What follows belongs to an exercise in optimizing a design on an open flow for small area, a short achievable clock period and few clock cycles per item; a production flow would make more cautious choices.
Function was checked by simulation only, so behaviour that the tests miss may differ from the original.
Power figures rest on the tool's default switching activity, not on a simulated workload.

==> v10 <==
==> flow/design.v <==
module ghost_mask (
    input  wire       clk,
    input  wire       rst,         
    input  wire       in_valid,
    output wire       in_ready,
    input  wire [7:0] in_cyc,
    input  wire       in_last,     
    input  wire [1:0] in_wsel,     
    input  wire [4:0] in_cols,     
    input  wire [7:0] in_tol,      
    output wire       out_valid,
    input  wire       out_ready,
    output wire       out_mask,
    output wire       out_last     
);
    localparam [1:0] M_IDLE = 2'd0, M_RUN = 2'd1, M_TAIL = 2'd2, M_FLUSH = 2'd3;
    function gt8;
        input [7:0] a, b;
        reg [7:0] g0, e0;
        reg [3:0] g1, e1;
        reg [1:0] g2, e2;
        integer n;
        begin
            g0 = a & ~b;
            e0 = ~(a ^ b);
            for (n = 0; n < 4; n = n + 1) begin
                g1[n] = g0[2*n+1] | (e0[2*n+1] & g0[2*n]);
                e1[n] = e0[2*n+1] & e0[2*n];
            end
            for (n = 0; n < 2; n = n + 1) begin
                g2[n] = g1[2*n+1] | (e1[2*n+1] & g1[2*n]);
                e2[n] = e1[2*n+1] & e1[2*n];
            end
            gt8 = g2[1] | (e2[1] & g2[0]);
        end
    endfunction
    function [7:0] max8;
        input [7:0] a, b;
        max8 = gt8(a, b) ? a : b;
    endfunction
    function [7:0] min8;
        input [7:0] a, b;
        min8 = gt8(a, b) ? b : a;
    endfunction
    reg       a0;
    reg [7:0] p_pix;
    reg       p_last;
    reg       in_ready_r;
    reg       waitf;       
    reg [1:0] h_r;
    reg [4:0] wm1_r;
    reg [7:0] tol_r;
    wire [3:0] sel = wm1_r[4] ? wm1_r[3:0] : 4'd0;
    reg rst_r;
    wire acc_in = in_valid && in_ready_r && !rst;
    always @(posedge clk) begin
        p_pix <= in_cyc;
        p_last <= in_last;
        a0    <= acc_in;
        rst_r <= rst;
        if (waitf) begin
            h_r   <= in_wsel;
            wm1_r <= in_cols;
            tol_r <= in_tol;
        end
    end
    reg [1:0] mode;
    reg [4:0] ncol;        
    reg [4:0] dph;         
    reg [2:0] rs;          
    reg [2:0] wb;          
    reg [1:0] vp;          
    reg [1:0] fl;          
    reg       credit_ok;      
    reg       vv, vrs, vem, vlast, vfst;
    reg [5:0] vm;
    wire first  = (mode == M_IDLE);
    wire al0    = (dph == 5'd0);                 
    wire vtick  = (mode == M_TAIL) && al0 && credit_ok;
    wire tick   = a0 || vtick;
    wire rowend = (ncol == wm1_r);
    reg  [5:0] vmask;
    reg  [5:0] wmask;
    integer b, kk;
    always @(*) begin
        for (b = 0; b < 6; b = b + 1) begin
            kk = wb - b;
            if (kk <= 0) kk = kk + 6;
            vmask[b] = (kk <= 2 * h_r) && (kk <= rs) && (kk >= vp);
            wmask[b] = a0 && (wb == b);
        end
    end
    wire last_e = vtick ? (vp == h_r && rowend) : (p_last && h_r == 2'd0);
    reg [1:0] mode_n;
    always @(*) begin
        mode_n = mode;
        if (a0) begin
            if (p_last) mode_n = (h_r == 2'd0) ? M_FLUSH : M_TAIL;
            else        mode_n = M_RUN;
        end else if (vtick) begin
            if (last_e) mode_n = M_FLUSH;
        end else if (mode == M_FLUSH && (fl == 2'd0 || (bubble && fl == 2'd1))) begin
            mode_n = M_IDLE;
        end
    end
    wire [4:0] lm1   = {1'b1, sel};              
    wire       wshort = !wm1_r[4];               
    wire [4:0] lmw   = wshort ? 5'd16 - {1'b0, wm1_r[3:0]} : 5'd0;    
    wire [4:0] dph_n = !tick ? ((dph == 5'd0) ? lm1 : dph - 5'd1) :
                       rowend ? lmw : 5'd0;
    wire [4:0] ncol_n = (mode_n == M_IDLE) ? 5'd0 : tick ? (rowend ? 5'd0 : ncol + 5'd1) : ncol;
    wire       e0n   = !(ncol_n == wm1_r && wshort);
    wire       e1n   = (dph_n == 5'd1);
    wire rdy_idle = credit_ok && (mode_n == M_IDLE);
    wire rdy_run1 = credit_ok && (mode_n == M_RUN) && e0n;
    wire rdy_run0 = credit_ok && (mode_n == M_RUN) && e1n;
    wire rdy_n = acc_in ? (!in_last && ((rdy_idle && in_cols != 5'd0) || rdy_run1)) :
                          (rdy_idle || rdy_run0);
    wire bubble = (mode == M_FLUSH) && !vv && (fl != 2'd0) && credit_ok;
    always @(posedge clk) begin
        dph <= dph_n;
        if (rst)
            in_ready_r <= 1'b0;
        else if (rst_r)
            in_ready_r <= 1'b1;
        else
            in_ready_r <= rdy_n;
        if (rst_r) begin
            mode  <= M_IDLE;
            waitf <= 1'b1;
            ncol  <= 5'd0;
            rs    <= 3'd0;
            wb    <= 3'd0;
            vp    <= 2'd0;
            fl    <= 2'd0;
        end else begin
            mode <= mode_n;
            if (acc_in)
                waitf <= 1'b0;
            ncol <= ncol_n;
            if (tick) begin
                if (rowend) begin
                    rs <= (rs == 3'd6) ? 3'd6 : rs + 3'd1;
                    wb <= (wb == 3'd5) ? 3'd0 : wb + 3'd1;
                    if (a0 && p_last) vp <= 2'd1;
                    else if (vtick)   vp <= vp + 2'd1;
                end
                if (last_e) fl <= h_r;
            end
            if (bubble) fl <= fl - 2'd1;
            if (mode_n == M_IDLE) begin
                waitf <= !acc_in;
                rs    <= 3'd0;
                wb    <= 3'd0;
                vp    <= 2'd0;
            end
        end
    end
    reg  [47:0]      s0;
    reg  [16*48-1:0] g16;
    reg  [47:0]      g1;
    reg  [2*48-1:0]  g2;
    reg  [4*48-1:0]  g4;
    reg  [8*48-1:0]  g8;
    wire [47:0] y0 = g16[16*48-1 -: 48];
    wire [47:0] y1 = sel[0] ? g1 : y0;
    wire [47:0] y2 = sel[1] ? g2[2*48-1 -: 48] : y1;
    wire [47:0] y3 = sel[2] ? g4[4*48-1 -: 48] : y2;
    wire [47:0] fb = sel[3] ? g8[8*48-1 -: 48] : y3;
    reg [5:0]  wmd;        
    reg [7:0]  rf;         
    reg        vreal;
    reg [47:0] s0_w;
    integer q;
    always @(*) begin
        for (q = 0; q < 6; q = q + 1)
            s0_w[8*q +: 8] = wmd[q] ? rf : s0[8*q +: 8];
    end
    always @(posedge clk) begin
        s0  <= fb;
        g16 <= {g16[15*48-1:0], s0_w};
        g1  <= y0;
        g2  <= {g2[47:0], y1};
        g4  <= {g4[3*48-1:0], y2};
        g8  <= {g8[7*48-1:0], y3};
    end
    always @(posedge clk) begin
        rf    <= p_pix;
        vreal <= a0;
        vm    <= vmask;
        vrs   <= (ncol == 5'd0);
        vem   <= (rs >= {1'b0, h_r});
        vlast <= last_e;
        vfst  <= first;
        if (rst_r) begin
            vv  <= 1'b0;
            wmd <= 6'd0;
        end else begin
            vv  <= tick;
            wmd <= wmask;
        end
    end
    reg [7:0] cx [0:6];
    reg [7:0] cn [0:6];
    integer e;
    always @(*) begin
        for (e = 0; e < 6; e = e + 1) begin
            cx[e] = s0[8*e +: 8] & {8{vm[e]}};
            cn[e] = s0[8*e +: 8] | {8{!vm[e]}};
        end
        cx[6] = rf & {8{vreal}};
        cn[6] = rf | {8{!vreal}};
    end
    wire [7:0] vmax = max8(max8(max8(cx[0], cx[1]), max8(cx[2], cx[3])),
                           max8(max8(cx[4], cx[5]), cx[6]));
    wire [7:0] vmin = min8(min8(min8(cn[0], cn[1]), min8(cn[2], cn[3])),
                           min8(min8(cn[4], cn[5]), cn[6]));
    reg [7:0] hmax [1:6];
    reg [7:0] hmin [1:6];
    reg [5:1] hrs;
    reg [3:1] hem;
    reg [3:1] hlast;
    wire      shift = vv || bubble;
    wire [5:0] rsn = {hrs[5:1], !vv || vrs};
    wire [3:0] emn = {hem[3:1] & {3{!(vv && vfst)}}, vv && vem};
    wire [3:0] lsn = {hlast[3:1], vv && vlast};
    integer j;
    always @(posedge clk) begin
        if (shift) begin
            hmax[1] <= vmax;
            hmin[1] <= vmin;
            for (j = 2; j < 7; j = j + 1) begin
                hmax[j] <= hmax[j - 1];
                hmin[j] <= hmin[j - 1];
            end
            hrs   <= rsn[4:0];
            hlast <= lsn[2:0];
        end
        if (rst_r)
            hem <= 3'd0;
        else if (shift)
            hem <= emn[2:0];
    end
    wire [5:0] hrs_nx = shift ? {rsn[4:0], 1'b0} : {hrs[5:1], 1'b0};
    wire [5:0] rsx    = {hrs_nx[5:1], !tick || (ncol == 5'd0)};
    reg  [6:0] hv_n, hv;
    always @(*) begin
        hv_n = 7'd0;
        case (h_r)
            2'd0: hv_n[0] = 1'b1;
            2'd1: begin
                hv_n[1] = 1'b1;
                hv_n[0] = !rsx[0];
                hv_n[2] = !rsx[1];
            end
            2'd2: begin
                hv_n[2] = 1'b1;
                hv_n[1] = !rsx[1];
                hv_n[0] = !(rsx[0] || rsx[1]);
                hv_n[3] = !rsx[2];
                hv_n[4] = !(rsx[2] || rsx[3]);
            end
            default: begin
                hv_n[3] = 1'b1;
                hv_n[2] = !rsx[2];
                hv_n[1] = !(rsx[1] || rsx[2]);
                hv_n[0] = !(rsx[0] || rsx[1] || rsx[2]);
                hv_n[4] = !rsx[3];
                hv_n[5] = !(rsx[3] || rsx[4]);
                hv_n[6] = !(rsx[3] || rsx[4] || rsx[5]);
            end
        endcase
    end
    always @(posedge clk) hv <= hv_n;
    reg [7:0] dx [1:6];
    reg [7:0] dn [1:6];
    integer m;
    always @(*) begin
        for (m = 1; m < 7; m = m + 1) begin
            dx[m] = hmax[m] & {8{hv[m]}};
            dn[m] = hmin[m] | {8{!hv[m]}};
        end
    end
    wire [7:0] qmax = max8(max8(max8(dx[1], dx[2]), dx[3]), max8(max8(dx[4], dx[5]), dx[6]));
    wire [7:0] qmin = min8(min8(min8(dn[1], dn[2]), dn[3]), min8(min8(dn[4], dn[5]), dn[6]));
    wire [7:0] wmax = max8(qmax, vmax & {8{hv[0]}});
    wire [7:0] wmin = min8(qmin, vmin | {8{!hv[0]}});
    reg c_emit, c_last;
    always @(*) begin
        case (h_r)
            2'd0:    begin c_emit = emn[0]; c_last = lsn[0]; end
            2'd1:    begin c_emit = emn[1]; c_last = lsn[1]; end
            2'd2:    begin c_emit = emn[2]; c_last = lsn[2]; end
            default: begin c_emit = emn[3]; c_last = lsn[3]; end
        endcase
    end
    reg [7:0] pmax, pmin;
    reg       pv, pl;
    always @(posedge clk) begin
        pmax <= wmax;
        pmin <= wmin;
        pl   <= c_last;
        if (rst_r) pv <= 1'b0;
        else       pv <= shift && c_emit;
    end
    wire res = ({1'b0, pmax} - {1'b0, pmin}) > {1'b0, tol_r};
    localparam integer QB = 6;     
    reg [QB-1:0] bm, bl;
    reg [2:0]    wp, rp;
    reg [2:0]    bc;                
    reg          ov, om, ol;
    wire [2:0] wp_n = (wp == QB - 1) ? 3'd0 : wp + 3'd1;
    wire [2:0] rp_n = (rp == QB - 1) ? 3'd0 : rp + 3'd1;
    wire       bne  = (bc != 3'd0);
    wire       hm   = bm[rp];
    wire       hl   = bl[rp];
    wire       fr_load = bne;
    wire [2:0] bc_fr = bc + {2'd0, pv} - {2'd0, bne};
    wire [2:0] bc_hd = bc + {2'd0, pv};
    wire       free  = out_ready || !ov;
    always @(posedge clk) begin
        if (pv) begin
            bm[wp] <= res;
            bl[wp] <= pl;
        end
        if (free && fr_load) begin
            om <= hm;
            ol <= hl;
        end
        if (rst_r) begin
            wp <= 3'd0;
            rp <= 3'd0;
            bc <= 3'd0;
            ov <= 1'b0;
        end else begin
            if (pv) wp <= wp_n;
            if (free) begin
                ov <= fr_load;
                if (fr_load) rp <= rp_n;
                bc <= bc_fr;
            end else begin
                bc <= bc_hd;
            end
            if (rst) ov <= 1'b0;
        end
    end
    always @(*) credit_ok = ({1'b0, bc} + {3'd0, ov}) <= 4'd2;
    assign in_ready  = in_ready_r;
    assign out_valid = ov;
    assign out_mask  = om;
    assign out_last  = ol;
endmodule
==> flow/flow/run.sh <==
#!/bin/bash
# The standard layout, except that the port buffers are plain buf_2
# cells instead of the delay buffers buffer_ports picks by default.
set -euo pipefail
bash standard.sh BUFFER_PORTS_ARGS="-buffer_cell sky130_fd_sc_hd__buf_2" finish > standard.log 2>&1
==> flow/standard.sh <==
#!/bin/bash
# synth_recipe.tcl (not shown) runs the flow's synth.tcl, then flattens the netlist and writes it again
# the make line also repeats each setting of config.mk as NAME=value (left out here)
make -C /OpenROAD-flow-scripts/flow DESIGN_CONFIG=/design/flow/config.mk WORK_HOME=/design/flow/orfs CLKGATE_MAP_FILE= SYNTH_SCRIPT=/design/flow/synth_recipe.tcl "${@:-finish}"
==> flow/config.mk <==
export PLATFORM = sky130hd
export DESIGN_NAME = ghost_mask
export DESIGN_NICKNAME = ghost_mask
export VERILOG_FILES = /design/flow/design.v
export SDC_FILE = /design/flow/constraint.sdc
export NUM_CORES = 4
export LEC_CHECK = 0
export ABC_AREA = 1
export CAP_MARGIN = 20
export CORE_ASPECT_RATIO = 0.6
export CORE_MARGIN = 2
export CORE_UTILIZATION = 75
export CTS_BUF_LIST = sky130_fd_sc_hd__clkbuf_8
export CTS_CLUSTER_DIAMETER = 70
export CTS_CLUSTER_SIZE = 18
export SLEW_MARGIN = 20
==> flow/constraint.sdc <==
create_clock -name core_clock -period 30.0 [get_ports {clk}]
set_input_delay 6.0000 -clock core_clock [delete_from_list [all_inputs] [get_ports {clk}]]
set_output_delay 6.0000 -clock core_clock [all_outputs]
set_load 0.01 [all_outputs]
==> v14: changes against v10 <==
--- a/flow/design.v
+++ b/flow/design.v
@@ -74,4 +74,5 @@
     reg       credit_ok;      
-    reg       vv, vrs, vem, vlast, vfst;
+    reg       vv, vrs, vem, vlast, vfst, xv;
     reg [5:0] vm;
+    reg [7:0] xold;
     wire first  = (mode == M_IDLE);
@@ -101,3 +102,3 @@
             if (last_e) mode_n = M_FLUSH;
-        end else if (mode == M_FLUSH && (fl == 2'd0 || (bubble && fl == 2'd1))) begin
+        end else if (mode == M_FLUSH && !vv && fl == 2'd0) begin
             mode_n = M_IDLE;
@@ -169,14 +170,15 @@
     wire [47:0] fb = sel[3] ? g8[8*48-1 -: 48] : y3;
-    reg [5:0]  wmd;        
-    reg [7:0]  rf;         
-    reg        vreal;
-    reg [47:0] s0_w;
+    reg [47:0] s0_d;
+    reg [7:0]  old_d;
     integer q;
     always @(*) begin
-        for (q = 0; q < 6; q = q + 1)
-            s0_w[8*q +: 8] = wmd[q] ? rf : s0[8*q +: 8];
+        old_d = 8'd0;
+        for (q = 0; q < 6; q = q + 1) begin
+            s0_d[8*q +: 8] = wmask[q] ? p_pix : fb[8*q +: 8];
+            old_d = old_d | (fb[8*q +: 8] & {8{wmask[q]}});
+        end
     end
     always @(posedge clk) begin
-        s0  <= fb;
-        g16 <= {g16[15*48-1:0], s0_w};
+        s0  <= s0_d;
+        g16 <= {g16[15*48-1:0], s0};
         g1  <= y0;
@@ -187,5 +189,5 @@
     always @(posedge clk) begin
-        rf    <= p_pix;
-        vreal <= a0;
-        vm    <= vmask;
+        xold  <= old_d;
+        xv    <= |(wmask & vmask);
+        vm    <= wmask | vmask;
         vrs   <= (ncol == 5'd0);
@@ -194,9 +196,4 @@
         vfst  <= first;
-        if (rst_r) begin
-            vv  <= 1'b0;
-            wmd <= 6'd0;
-        end else begin
-            vv  <= tick;
-            wmd <= wmask;
-        end
+        if (rst_r) vv <= 1'b0;
+        else       vv <= tick;
     end
@@ -210,4 +207,4 @@
         end
-        cx[6] = rf & {8{vreal}};
-        cn[6] = rf | {8{!vreal}};
+        cx[6] = xold & {8{xv}};
+        cn[6] = xold | {8{!xv}};
     end
@@ -217,11 +214,10 @@
                            min8(min8(cn[4], cn[5]), cn[6]));
-    reg [7:0] hmax [1:6];
-    reg [7:0] hmin [1:6];
-    reg [5:1] hrs;
-    reg [3:1] hem;
-    reg [3:1] hlast;
+    reg [7:0] hmax [0:6];
+    reg [7:0] hmin [0:6];
+    reg [5:0] hrs;
+    reg [3:0] hem;
+    reg [3:0] hlast;
+    reg       hshift;
     wire      shift = vv || bubble;
-    wire [5:0] rsn = {hrs[5:1], !vv || vrs};
-    wire [3:0] emn = {hem[3:1] & {3{!(vv && vfst)}}, vv && vem};
-    wire [3:0] lsn = {hlast[3:1], vv && vlast};
+    wire [5:0] hrs_n = shift ? {hrs[4:0], !vv || vrs} : hrs;
     integer j;
@@ -229,5 +225,5 @@
         if (shift) begin
-            hmax[1] <= vmax;
-            hmin[1] <= vmin;
-            for (j = 2; j < 7; j = j + 1) begin
+            hmax[0] <= vmax;
+            hmin[0] <= vmin;
+            for (j = 1; j < 7; j = j + 1) begin
                 hmax[j] <= hmax[j - 1];
@@ -235,13 +231,15 @@
             end
-            hrs   <= rsn[4:0];
-            hlast <= lsn[2:0];
+            hlast <= {hlast[2:0], vv && vlast};
         end
-        if (rst_r)
-            hem <= 3'd0;
-        else if (shift)
-            hem <= emn[2:0];
-    end
-    wire [5:0] hrs_nx = shift ? {rsn[4:0], 1'b0} : {hrs[5:1], 1'b0};
-    wire [5:0] rsx    = {hrs_nx[5:1], !tick || (ncol == 5'd0)};
-    reg  [6:0] hv_n, hv;
+        hrs <= hrs_n;
+        if (rst_r) begin
+            hem    <= 4'd0;
+            hshift <= 1'b0;
+        end else begin
+            hshift <= shift;
+            if (shift)
+                hem <= {hem[2:0] & {3{!(vv && vfst)}}, vv && vem};
+        end
+    end
+    reg [6:0] hv_n, hv;
     always @(*) begin
@@ -252,4 +250,4 @@
                 hv_n[1] = 1'b1;
-                hv_n[0] = !rsx[0];
-                hv_n[2] = !rsx[1];
+                hv_n[0] = !hrs_n[0];
+                hv_n[2] = !hrs_n[1];
             end
@@ -257,6 +255,6 @@
                 hv_n[2] = 1'b1;
-                hv_n[1] = !rsx[1];
-                hv_n[0] = !(rsx[0] || rsx[1]);
-                hv_n[3] = !rsx[2];
-                hv_n[4] = !(rsx[2] || rsx[3]);
+                hv_n[1] = !hrs_n[1];
+                hv_n[0] = !(hrs_n[0] || hrs_n[1]);
+                hv_n[3] = !hrs_n[2];
+                hv_n[4] = !(hrs_n[2] || hrs_n[3]);
             end
@@ -264,8 +262,8 @@
                 hv_n[3] = 1'b1;
-                hv_n[2] = !rsx[2];
-                hv_n[1] = !(rsx[1] || rsx[2]);
-                hv_n[0] = !(rsx[0] || rsx[1] || rsx[2]);
-                hv_n[4] = !rsx[3];
-                hv_n[5] = !(rsx[3] || rsx[4]);
-                hv_n[6] = !(rsx[3] || rsx[4] || rsx[5]);
+                hv_n[2] = !hrs_n[2];
+                hv_n[1] = !(hrs_n[1] || hrs_n[2]);
+                hv_n[0] = !(hrs_n[0] || hrs_n[1] || hrs_n[2]);
+                hv_n[4] = !hrs_n[3];
+                hv_n[5] = !(hrs_n[3] || hrs_n[4]);
+                hv_n[6] = !(hrs_n[3] || hrs_n[4] || hrs_n[5]);
             end
@@ -273,8 +271,12 @@
     end
-    always @(posedge clk) hv <= hv_n;
-    reg [7:0] dx [1:6];
-    reg [7:0] dn [1:6];
+    reg [1:0] hh;       
+    always @(posedge clk) begin
+        hv <= hv_n;
+        hh <= h_r;
+    end
+    reg [7:0] dx [0:6];
+    reg [7:0] dn [0:6];
     integer m;
     always @(*) begin
-        for (m = 1; m < 7; m = m + 1) begin
+        for (m = 0; m < 7; m = m + 1) begin
             dx[m] = hmax[m] & {8{hv[m]}};
@@ -283,13 +285,13 @@
     end
-    wire [7:0] qmax = max8(max8(max8(dx[1], dx[2]), dx[3]), max8(max8(dx[4], dx[5]), dx[6]));
-    wire [7:0] qmin = min8(min8(min8(dn[1], dn[2]), dn[3]), min8(min8(dn[4], dn[5]), dn[6]));
-    wire [7:0] wmax = max8(qmax, vmax & {8{hv[0]}});
-    wire [7:0] wmin = min8(qmin, vmin | {8{!hv[0]}});
+    wire [7:0] wmax = max8(max8(max8(dx[0], dx[1]), max8(dx[2], dx[3])),
+                           max8(max8(dx[4], dx[5]), dx[6]));
+    wire [7:0] wmin = min8(min8(min8(dn[0], dn[1]), min8(dn[2], dn[3])),
+                           min8(min8(dn[4], dn[5]), dn[6]));
     reg c_emit, c_last;
     always @(*) begin
-        case (h_r)
-            2'd0:    begin c_emit = emn[0]; c_last = lsn[0]; end
-            2'd1:    begin c_emit = emn[1]; c_last = lsn[1]; end
-            2'd2:    begin c_emit = emn[2]; c_last = lsn[2]; end
-            default: begin c_emit = emn[3]; c_last = lsn[3]; end
+        case (hh)
+            2'd0:    begin c_emit = hem[0]; c_last = hlast[0]; end
+            2'd1:    begin c_emit = hem[1]; c_last = hlast[1]; end
+            2'd2:    begin c_emit = hem[2]; c_last = hlast[2]; end
+            default: begin c_emit = hem[3]; c_last = hlast[3]; end
         endcase
@@ -303,6 +305,6 @@
         if (rst_r) pv <= 1'b0;
-        else       pv <= shift && c_emit;
+        else       pv <= hshift && c_emit;
     end
     wire res = ({1'b0, pmax} - {1'b0, pmin}) > {1'b0, tol_r};
-    localparam integer QB = 6;     
+    localparam integer QB = 7;     
     reg [QB-1:0] bm, bl;
Settings changed: CORE_ASPECT_RATIO 0.6 to not set, CORE_UTILIZATION 75 to 55, CTS_CLUSTER_DIAMETER 70 to 60, CTS_CLUSTER_SIZE 18 to 16.
==> v13: changes against v10 <==
--- a/flow/design.v
+++ b/flow/design.v
@@ -74,4 +74,5 @@
     reg       credit_ok;      
-    reg       vv, vrs, vem, vlast, vfst;
+    reg       vv, vrs, vem, vlast, vfst, xv;
     reg [5:0] vm;
+    reg [7:0] xold;
     wire first  = (mode == M_IDLE);
@@ -101,3 +102,3 @@
             if (last_e) mode_n = M_FLUSH;
-        end else if (mode == M_FLUSH && (fl == 2'd0 || (bubble && fl == 2'd1))) begin
+        end else if (mode == M_FLUSH && !vv && fl == 2'd0) begin
             mode_n = M_IDLE;
@@ -169,14 +170,15 @@
     wire [47:0] fb = sel[3] ? g8[8*48-1 -: 48] : y3;
-    reg [5:0]  wmd;        
-    reg [7:0]  rf;         
-    reg        vreal;
-    reg [47:0] s0_w;
+    reg [47:0] s0_d;
+    reg [7:0]  old_d;
     integer q;
     always @(*) begin
-        for (q = 0; q < 6; q = q + 1)
-            s0_w[8*q +: 8] = wmd[q] ? rf : s0[8*q +: 8];
+        old_d = 8'd0;
+        for (q = 0; q < 6; q = q + 1) begin
+            s0_d[8*q +: 8] = wmask[q] ? p_pix : fb[8*q +: 8];
+            old_d = old_d | (fb[8*q +: 8] & {8{wmask[q]}});
+        end
     end
     always @(posedge clk) begin
-        s0  <= fb;
-        g16 <= {g16[15*48-1:0], s0_w};
+        s0  <= s0_d;
+        g16 <= {g16[15*48-1:0], s0};
         g1  <= y0;
@@ -187,5 +189,5 @@
     always @(posedge clk) begin
-        rf    <= p_pix;
-        vreal <= a0;
-        vm    <= vmask;
+        xold  <= old_d;
+        xv    <= |(wmask & vmask);
+        vm    <= wmask | vmask;
         vrs   <= (ncol == 5'd0);
@@ -194,9 +196,4 @@
         vfst  <= first;
-        if (rst_r) begin
-            vv  <= 1'b0;
-            wmd <= 6'd0;
-        end else begin
-            vv  <= tick;
-            wmd <= wmask;
-        end
+        if (rst_r) vv <= 1'b0;
+        else       vv <= tick;
     end
@@ -210,4 +207,4 @@
         end
-        cx[6] = rf & {8{vreal}};
-        cn[6] = rf | {8{!vreal}};
+        cx[6] = xold & {8{xv}};
+        cn[6] = xold | {8{!xv}};
     end
Settings changed: CORE_ASPECT_RATIO 0.6 to not set, CORE_UTILIZATION 75 to 65.
==> qor summary <==
metric	v10	v13	v14
Outcome	complete, no violations	complete, no violations	complete, no violations
Cell area reported after detailed placement	51,600 sq um	51,800 sq um	53,100 sq um
Routed met1 length	46,200 microns	44,400 microns	43,500 microns
Crit Reg-Reg Endpoint	pmin[1]	pmax[2]	hmin[0][5]
Sequential share of the synthesized area	0.725	0.722	0.720
Signed area change from the synthesized netlist to the final layout	5.19%	5.84%	7.31%
Number of distinct library cells after synthesis	61	58	56
Simple-Gate Fraction of Synth Area	0.112	0.119	0.108
Seq power	3100 uW	3080 uW	3160 uW
Multi-input comb cells	2,223	2,299	2,212
Met2 routed WL	39,100 microns	39,700 microns	39,000 microns
H-tree levels	3	3	4
CTS Buf Count	108	111	136
Share of synthesized cell area in full adder, half adder and majority cells	0.0612	0.0609	0.0587
Number of nets produced by synthesis	4,682	4,746	4,711
Global-route wire length before repair	146,000 microns	142,000 microns	142,000 microns
Layout filler cell count	3,922	5,802	7,627
Final non-filler cell total	5,387	5,596	5,836
Gate count after technology mapping	4,407	4,472	4,441
Testbench counts of v10, summed over its fixed seeds: cycles 35,203, items 32,428.
Testbench counts of v14, summed over its fixed seeds: cycles 35,275, items 32,428.
Testbench counts of v13, summed over its fixed seeds: cycles 35,269, items 32,428.

-- what the ideal ports hide --
The flow's constraints put no driver on any port. The routed layouts listed below were extracted and timed again, unchanged, in two steps. Step 1, drivers: a clkbuf_16 drives clk and a buf_2 each remaining input, both assumed. Step 2, shift: input delay + t, output delay - t, t = (earliest + latest rising clock arrival at the registers) / 2. This alone moves slack from input paths to output paths. a / b / c = ideal ports / drivers / drivers and shift; a / b = the first two.
run | shift t [ns] | slack for setup (ns) | clock arrival spread, ns | worst data-port slew with drivers (ns)
v10 | 0.825 | 22.710 / 22.649 / 22.824 | 0.054 / 0.054 | 0.05
v14 | 0.885 | 22.658 / 22.596 / 22.912 | 0.044 / 0.044 | 0.03
v13 | 0.823 | 22.695 / 22.632 / 23.074 | 0.071 / 0.072 | 0.03
After both steps setup and hold are still met in every run listed.
